Background: an optimization exercise with open tools, aiming at small area, a short achievable clock period and few clock cycles per item. Do not read the settings as production practice. Function was checked by simulation only, so behaviour that the tests miss may differ from the original.

==> inputs of job 3301 <==
==> flow/design.v <==
module pfb_unit (
    input  wire         clk,
    input  wire         rst,
    input  wire         in_valid,
    output wire         in_ready,
    input  wire [1:0]   in_op,
    input  wire [2:0]   in_q,
    input  wire [7:0]   in_start,
    input  wire [7:0]   in_end,
    input  wire [5:0]   in_len,
    input  wire [63:0]  in_value,
    input  wire [255:0] in_buf,
    output wire         out_valid,
    output wire [255:0] out_buf,
    output wire [63:0]  out_value,
    output wire [31:0]  out_crc,
    output wire [3:0]   out_status
);
    localparam OP_PACK   = 2'd0;
    localparam OP_UNPACK = 2'd1;
    localparam OP_CRC    = 2'd2;
    wire       i_mr  = in_q[0];
    wire       i_le  = in_q[1];
    wire       i_lsw = in_q[2];
    wire       i_pu  = (in_op == OP_PACK) || (in_op == OP_UNPACK);
    wire       i_inv  = in_start < in_end;
    wire [7:0] i_d    = in_start - in_end;            
    wire       i_blen = (i_le | i_lsw) && (in_len[1:0] != 2'b00);
    wire       i_bnd  = ({1'b0, in_start} >= {in_len, 3'b000}) || (in_len > 6'd32);
    reg  [3:0] i_stl;
    always @(*) begin
        i_stl = 4'h0;
        if (i_pu) begin
            if (i_blen)      i_stl = 4'h8;
            else if (i_bnd)  i_stl = 4'h9;
        end else if (in_op == OP_CRC) begin
            if (in_len[1:0] != 2'b00) i_stl = 4'h8;
            else if (in_len > 6'd32)  i_stl = 4'h9;
        end
    end
    wire [4:0] i_off = i_lsw ? 5'd0 : (5'd0 - in_len[4:0]);
    wire [4:0] i_ueh = in_end[7:3]   + i_off;
    wire [4:0] i_ush = in_start[7:3] + i_off;
    wire [1:0] i_c   = i_ueh[4:3];
    wire [1:0] i_pca = i_c ^ {~i_lsw, ~i_lsw};
    wire [1:0] i_pcb = (i_c + 2'd1) ^ {~i_lsw, ~i_lsw};
    wire [2:0] i_mh = {~i_lsw, ~i_le, ~i_le};
    wire [2:0] i_ml = {i_mr, i_mr, i_mr};
    reg  [7:0] i_gtb, i_eqb, i_geb;
    integer j;
    always @(*) begin
        for (j = 0; j < 8; j = j + 1) begin
            i_gtb[j] = (j[2:0] ^ i_mh) >  i_ueh[2:0];
            i_eqb[j] = (j[2:0] ^ i_mh) == i_ueh[2:0];
            i_geb[j] = (j[2:0] ^ i_ml) >= in_end[2:0];
        end
    end
    wire       i_crc_ok = (in_op == OP_CRC) && (in_len[1:0] == 2'b00) && (in_len <= 6'd32)
                          && (in_len != 6'd0);
    wire [1:0] i_extra  = i_crc_ok ? in_len[4:3] - {1'b0, ~in_len[2]} : 2'd0;
    reg         s1_v;
    reg [1:0]   s1_op;
    reg [2:0]   s1_q;
    reg [63:0]  s1_value;
    reg [255:0] s1_buf;
    reg         s1_inv;
    reg [7:0]   s1_d;
    reg [3:0]   s1_stl;
    reg [5:0]   s1_rot;
    reg [5:0]   s1_hi;
    reg [1:0]   s1_pca;
    reg [1:0]   s1_pcb;
    reg         s1_cross;
    reg [7:0]   s1_gtb, s1_eqb, s1_geb;
    reg         s1_crc;
    reg         s1_odd;
    reg [1:0]   s1_cnt;
    reg [1:0]   s1_step;
    reg         rdy;
    wire accept = in_valid & rdy;
    always @(posedge clk) begin
        if (rdy) begin
            s1_op     <= in_op;
            s1_q      <= in_q;
            s1_value  <= in_value;
            s1_buf    <= in_buf;
            s1_inv    <= i_pu & i_inv;
            s1_d      <= i_d;
            s1_stl    <= i_stl;
            s1_rot    <= {i_ueh[2] ^ ~i_lsw, i_ueh[1:0], in_end[2:0]};
            s1_hi     <= {i_ush[2:0], in_start[2:0]};
            s1_pca    <= i_pca;
            s1_pcb    <= i_pcb;
            s1_cross  <= i_ush[4:3] != i_c;
            s1_gtb    <= i_gtb;
            s1_eqb    <= i_eqb;
            s1_geb    <= i_geb;
            s1_crc    <= i_crc_ok;
            s1_odd    <= in_len[2];
        end
    end
    always @(posedge clk) begin
        if (rst) begin
            s1_v    <= 1'b0;
            rdy     <= 1'b1;
            s1_cnt  <= 2'd0;
            s1_step <= 2'd0;
        end else if (accept) begin
            s1_v    <= 1'b1;
            s1_cnt  <= i_extra;
            s1_step <= 2'd0;
            rdy     <= (i_extra == 2'd0);
        end else if (s1_v && s1_cnt != 2'd0) begin
            s1_cnt  <= s1_cnt - 2'd1;
            s1_step <= s1_step + 2'd1;
            rdy     <= (s1_cnt == 2'd1);
        end else begin
            s1_v <= 1'b0;
            rdy  <= 1'b1;
        end
    end
    wire mr   = s1_q[0];
    wire le_n = ~s1_q[1];
    wire ls_n = ~s1_q[2];
    function [63:0] perm;
        input [63:0] x;
        input        a_mr, a_le_n;
        reg   [63:0] t1;
        integer u;
        begin
            for (u = 0; u < 64; u = u + 1) t1[u] = a_mr ? x[u ^ 7] : x[u];
            for (u = 0; u < 64; u = u + 1) perm[u] = a_le_n ? t1[u ^ 24] : t1[u];
        end
    endfunction
    wire [2:0] m_hi = {ls_n, le_n, le_n};
    wire [2:0] m_lo = {mr, mr, mr};
    reg  [7:0]  ltb, eqh, leb;
    reg  [63:0] ge, le;
    reg  [63:0] wp;
    wire [63:0] xa = s1_buf[s1_pca * 64 +: 64];
    wire [63:0] xb = s1_buf[s1_pcb * 64 +: 64];
    integer p;
    always @(*) begin
        for (j = 0; j < 8; j = j + 1) begin
            ltb[j] = (j[2:0] ^ m_hi) <  s1_hi[5:3];
            eqh[j] = (j[2:0] ^ m_hi) == s1_hi[5:3];
            leb[j] = (j[2:0] ^ m_lo) <= s1_hi[2:0];
        end
        for (p = 0; p < 64; p = p + 1) begin
            ge[p] = s1_gtb[p / 8] | (s1_eqb[p / 8] & s1_geb[p % 8]);
            le[p] = ltb[p / 8] | (eqh[p / 8] & leb[p % 8]);
            wp[p] = ge[p] ? xa[p] : xb[p];
        end
    end
    wire [63:0] wt    = perm(wp, mr, le_n);
    wire [127:0] wt2  = {wt, wt} >> s1_rot;
    reg  [63:0] wmask;
    integer i;
    always @(*) for (i = 0; i < 64; i = i + 1) wmask[i] = (i <= s1_d[5:0]);
    wire [63:0] unpacked = wt2[63:0] & wmask;
    wire [127:0] rl2  = {s1_value, s1_value} << s1_rot;
    wire [63:0] rv    = perm(rl2[127:64], mr, le_n);
    wire [63:0] mska  = ge & ({64{s1_cross}} | le);
    wire [63:0] mskb  = {64{s1_cross}} & le;
    wire        wide   = s1_d[7:6] != 2'b00;
    wire        misfit = (s1_op == OP_PACK) && !wide && (s1_d[5:0] != 6'd63) &&
                         ((s1_value & ~wmask) != 64'd0);
    wire        pu     = (s1_op == OP_PACK) || (s1_op == OP_UNPACK);
    wire [3:0]  st     = s1_inv ? 4'h1 : ((pu && wide) || misfit) ? 4'h2 : s1_stl;
    wire        ok     = (st == 4'h0);
    wire        okpack = ok && (s1_op == OP_PACK);
    wire        okunp  = ok && (s1_op == OP_UNPACK);
    reg [255:0] nbuf;
    integer k;
    always @(*) begin
        for (k = 0; k < 4; k = k + 1)
            nbuf[k * 64 +: 64] =
                ((okpack && s1_pca == k) ? mska : 64'd0) |
                ((okpack && s1_pcb == k) ? mskb : 64'd0);
        nbuf = (nbuf & {rv, rv, rv, rv}) | (~nbuf & s1_buf);
    end
    wire [2:0] wlo = {s1_step, 1'b0} - {2'b00, s1_odd};
    wire [2:0] whi = {s1_step, 1'b0} + {2'b00, ~s1_odd};
    wire       zlo = s1_odd && (s1_step == 2'd0);
    wire [31:0] dlo = zlo ? 32'd0 : s1_buf[wlo * 32 +: 32];
    wire [31:0] dhi = s1_buf[whi * 32 +: 32];
    function [31:0] bswap;
        input [31:0] x;
        bswap = {x[7:0], x[15:8], x[23:16], x[31:24]};
    endfunction
    reg  [31:0] crc_r;
    wire [31:0] crc_y = (s1_step == 2'd0) ? (s1_odd ? 32'h6DD90A9D : 32'h0) : crc_r;
    wire [63:0] crc_d = {bswap(dhi), bswap(dlo)};
    wire [63:0] crc_t = {crc_d[63:32], crc_d[31:0] ^ crc_y};
    reg  [31:0] crc_c;
    always @(*) begin
        crc_c[0] = ^(crc_t & 64'h04D101DF481B4E5A) ^ 1'b1;
        crc_c[1] = ^(crc_t & 64'h09A203BE90369CB5) ^ 1'b0;
        crc_c[2] = ^(crc_t & 64'h1344077D206D396B) ^ 1'b0;
        crc_c[3] = ^(crc_t & 64'h26880EFA40DA72D7) ^ 1'b1;
        crc_c[4] = ^(crc_t & 64'h4D101DF481B4E5AF) ^ 1'b0;
        crc_c[5] = ^(crc_t & 64'h9A203BE90369CB5E) ^ 1'b1;
        crc_c[6] = ^(crc_t & 64'h3091760D4EC8D8E6) ^ 1'b1;
        crc_c[7] = ^(crc_t & 64'h6122EC1A9D91B1CD) ^ 1'b0;
        crc_c[8] = ^(crc_t & 64'hC245D8353B23639A) ^ 1'b1;
        crc_c[9] = ^(crc_t & 64'h805AB1B53E5D896E) ^ 1'b1;
        crc_c[10] = ^(crc_t & 64'h046462B534A05C86) ^ 1'b1;
        crc_c[11] = ^(crc_t & 64'h08C8C56A6940B90C) ^ 1'b1;
        crc_c[12] = ^(crc_t & 64'h11918AD4D2817218) ^ 1'b1;
        crc_c[13] = ^(crc_t & 64'h232315A9A502E430) ^ 1'b0;
        crc_c[14] = ^(crc_t & 64'h46462B534A05C860) ^ 1'b1;
        crc_c[15] = ^(crc_t & 64'h8C8C56A6940B90C0) ^ 1'b1;
        crc_c[16] = ^(crc_t & 64'h1DC9AC92600C6FDA) ^ 1'b0;
        crc_c[17] = ^(crc_t & 64'h3B935924C018DFB5) ^ 1'b1;
        crc_c[18] = ^(crc_t & 64'h7726B2498031BF6A) ^ 1'b0;
        crc_c[19] = ^(crc_t & 64'hEE4D649300637ED5) ^ 1'b0;
        crc_c[20] = ^(crc_t & 64'hD84BC8F948DDB3F0) ^ 1'b0;
        crc_c[21] = ^(crc_t & 64'hB446902DD9A029BB) ^ 1'b1;
        crc_c[22] = ^(crc_t & 64'h6C5C2184FB5B1D2C) ^ 1'b0;
        crc_c[23] = ^(crc_t & 64'hD8B84309F6B63A59) ^ 1'b0;
        crc_c[24] = ^(crc_t & 64'hB5A187CCA5773AE8) ^ 1'b1;
        crc_c[25] = ^(crc_t & 64'h6F920E4602F53B8A) ^ 1'b0;
        crc_c[26] = ^(crc_t & 64'hDF241C8C05EA7715) ^ 1'b1;
        crc_c[27] = ^(crc_t & 64'hBA9938C743CFA071) ^ 1'b0;
        crc_c[28] = ^(crc_t & 64'h71E37051CF840EB8) ^ 1'b0;
        crc_c[29] = ^(crc_t & 64'hE3C6E0A39F081D70) ^ 1'b1;
        crc_c[30] = ^(crc_t & 64'hC35CC098760B74BB) ^ 1'b1;
        crc_c[31] = ^(crc_t & 64'h826880EFA40DA72D) ^ 1'b0;
    end
    reg         ov_r;
    reg [255:0] buf_r;
    reg [63:0]  val_r;
    reg [3:0]   st_r;
    always @(posedge clk) begin
        if (rst)
            ov_r <= 1'b0;
        else
            ov_r <= s1_v && (s1_cnt == 2'd0);
        buf_r <= nbuf;
        val_r <= okunp ? unpacked : s1_value;
        st_r  <= st;
        crc_r <= s1_crc ? crc_c : 32'd0;
    end
    assign in_ready   = rdy;
    assign out_valid  = ov_r;
    assign out_buf    = buf_r;
    assign out_value  = val_r;
    assign out_crc    = crc_r;
    assign out_status = st_r;
endmodule
==> flow/flow/run.sh <==
#!/bin/bash
set -euo pipefail
bash standard.sh SETUP_SLACK_MARGIN=6 'BUFFER_PORTS_ARGS=-buffer_cell sky130_fd_sc_hd__buf_1' finish \
    > standard_flow.log 2>&1
==> flow/standard.sh <==
#!/bin/bash
# synth_recipe.tcl (not shown) runs the flow's synth.tcl, then flattens the netlist and writes it again
# the make line also repeats each setting of config.mk as NAME=value (left out here)
make -C /OpenROAD-flow-scripts/flow DESIGN_CONFIG=/design/flow/config.mk WORK_HOME=/design/flow/orfs CLKGATE_MAP_FILE= SYNTH_SCRIPT=/design/flow/synth_recipe.tcl "${@:-finish}"
==> flow/config.mk <==
export PLATFORM = sky130hd
export DESIGN_NAME = pfb_unit
export DESIGN_NICKNAME = pfb_unit
export VERILOG_FILES = /design/flow/design.v
export SDC_FILE = /design/flow/constraint.sdc
export NUM_CORES = 4
export LEC_CHECK = 0
export ABC_CLOCK_PERIOD_IN_PS = 3000
export CAP_MARGIN = 20
export CORE_MARGIN = 2
export CORE_UTILIZATION = 45
export SETUP_SLACK_MARGIN = 5
export SLEW_MARGIN = 20
==> flow/constraint.sdc <==
create_clock -name core_clock -period 10.0 [get_ports {clk}]
set_input_delay 2.0000 -clock core_clock [delete_from_list [all_inputs] [get_ports {clk}]]
set_output_delay 2.0000 -clock core_clock [all_outputs]
set_load 0.01 [all_outputs]
==> inputs of job 8684, as changes to job 3301 <==
--- a/flow/design.v
+++ b/flow/design.v
@@ -138,5 +138,4 @@
     reg  [63:0] ge, le;
+    reg  [1:0]  usel [0:63];
     reg  [63:0] wp;
-    wire [63:0] xa = s1_buf[s1_pca * 64 +: 64];
-    wire [63:0] xb = s1_buf[s1_pcb * 64 +: 64];
     integer p;
@@ -151,3 +150,4 @@
             le[p] = ltb[p / 8] | (eqh[p / 8] & leb[p % 8]);
-            wp[p] = ge[p] ? xa[p] : xb[p];
+            usel[p] = ge[p] ? s1_pca : s1_pcb;
+            wp[p] = s1_buf[usel[p] * 64 + p];
         end
==> flow/run.sh (new file) <==
#!/bin/bash
# synth_recipe.tcl (not shown) runs the flow's synth.tcl, then flattens the netlist and writes it again
# the make line also repeats each setting of config.mk as NAME=value (left out here)
make -C /OpenROAD-flow-scripts/flow DESIGN_CONFIG=/design/flow/config.mk WORK_HOME=/design/flow/orfs CLKGATE_MAP_FILE= SYNTH_SCRIPT=/design/flow/synth_recipe.tcl finish
- CORE_UTILIZATION: 45 -> 50
removed: flow/flow/run.sh
removed: flow/standard.sh
==> notes.md <==
Run status: job 3301 complete, no violations; job 8684 complete, no violations
Number of inserted diodes: job 3301 17; job 8684 8
Buf+Inv Stages, Crit Path: job 3301 3; job 8684 0
Slew at the pin with the worst max-slew slack: job 3301 1240 ps; job 8684 1280 ps
Post-cts gate resize count: job 3301 679; job 8684 40
Sequential fraction of total cell area: job 3301 24.7%; job 8684 26.1%
Pin count of the biggest net entering global routing: job 3301 106; job 8684 146
First-pass GRT wire length: job 3301 453 mm; job 8684 437 mm
Post-synthesis area per instance: job 3301 10.7 µm²; job 8684 10.0 µm²
Area taken by flip-flops and latches: job 3301 18600 µm²; job 8684 18600 µm²
Well Taps: job 3301 1742; job 8684 1536
Post-synthesis simple-gate area fraction: job 3301 8.30%; job 8684 8.42%
DP Cell Count: job 3301 7679; job 8684 7873
Number of non-filler instances in the completed layout: job 3301 8248; job 8684 8070
Upper clock frequency limit: job 3301 233 MHz; job 8684 191 MHz
Testbench counts of job 3301, summed over its fixed seeds: cycles 3,681, items 3,200.
Testbench counts of job 8684, summed over its fixed seeds: cycles 3,681, items 3,200.

afterwards: timing with drivers on the ports:
The flow's constraints put no driver on any port. The routed layouts listed below were extracted and timed again, unchanged, in two steps. Step 1 sets driving cells, clkbuf_16 on the clock port and buf_2 on the other inputs (assumed; they add their load-dependent delay and slew). Step 2 adds t to the input delays and takes it off the output delays; t is the mean of the earliest and latest rising clock arrival at the registers after step 1. Input paths then give back, and output paths get back, about the clock's delay inside the block. Slacks: ideal ports / drivers / drivers and shift; pairs: ideal ports / drivers.
run	t, ns	setup slack, ns	worst hold slack (ns)
job 3301	0.807	5.704 / 5.704 / 5.344	0.449 / 0.449 / 0.449
job 8684	0.809	4.768 / 4.768 / 4.596	0.450 / 0.450 / 0.450
After both steps every run listed still meets setup and hold. For job 3301, which loses most, drivers alone change the setup slack by 0.000 ns; drivers and shift together by -0.360 ns.
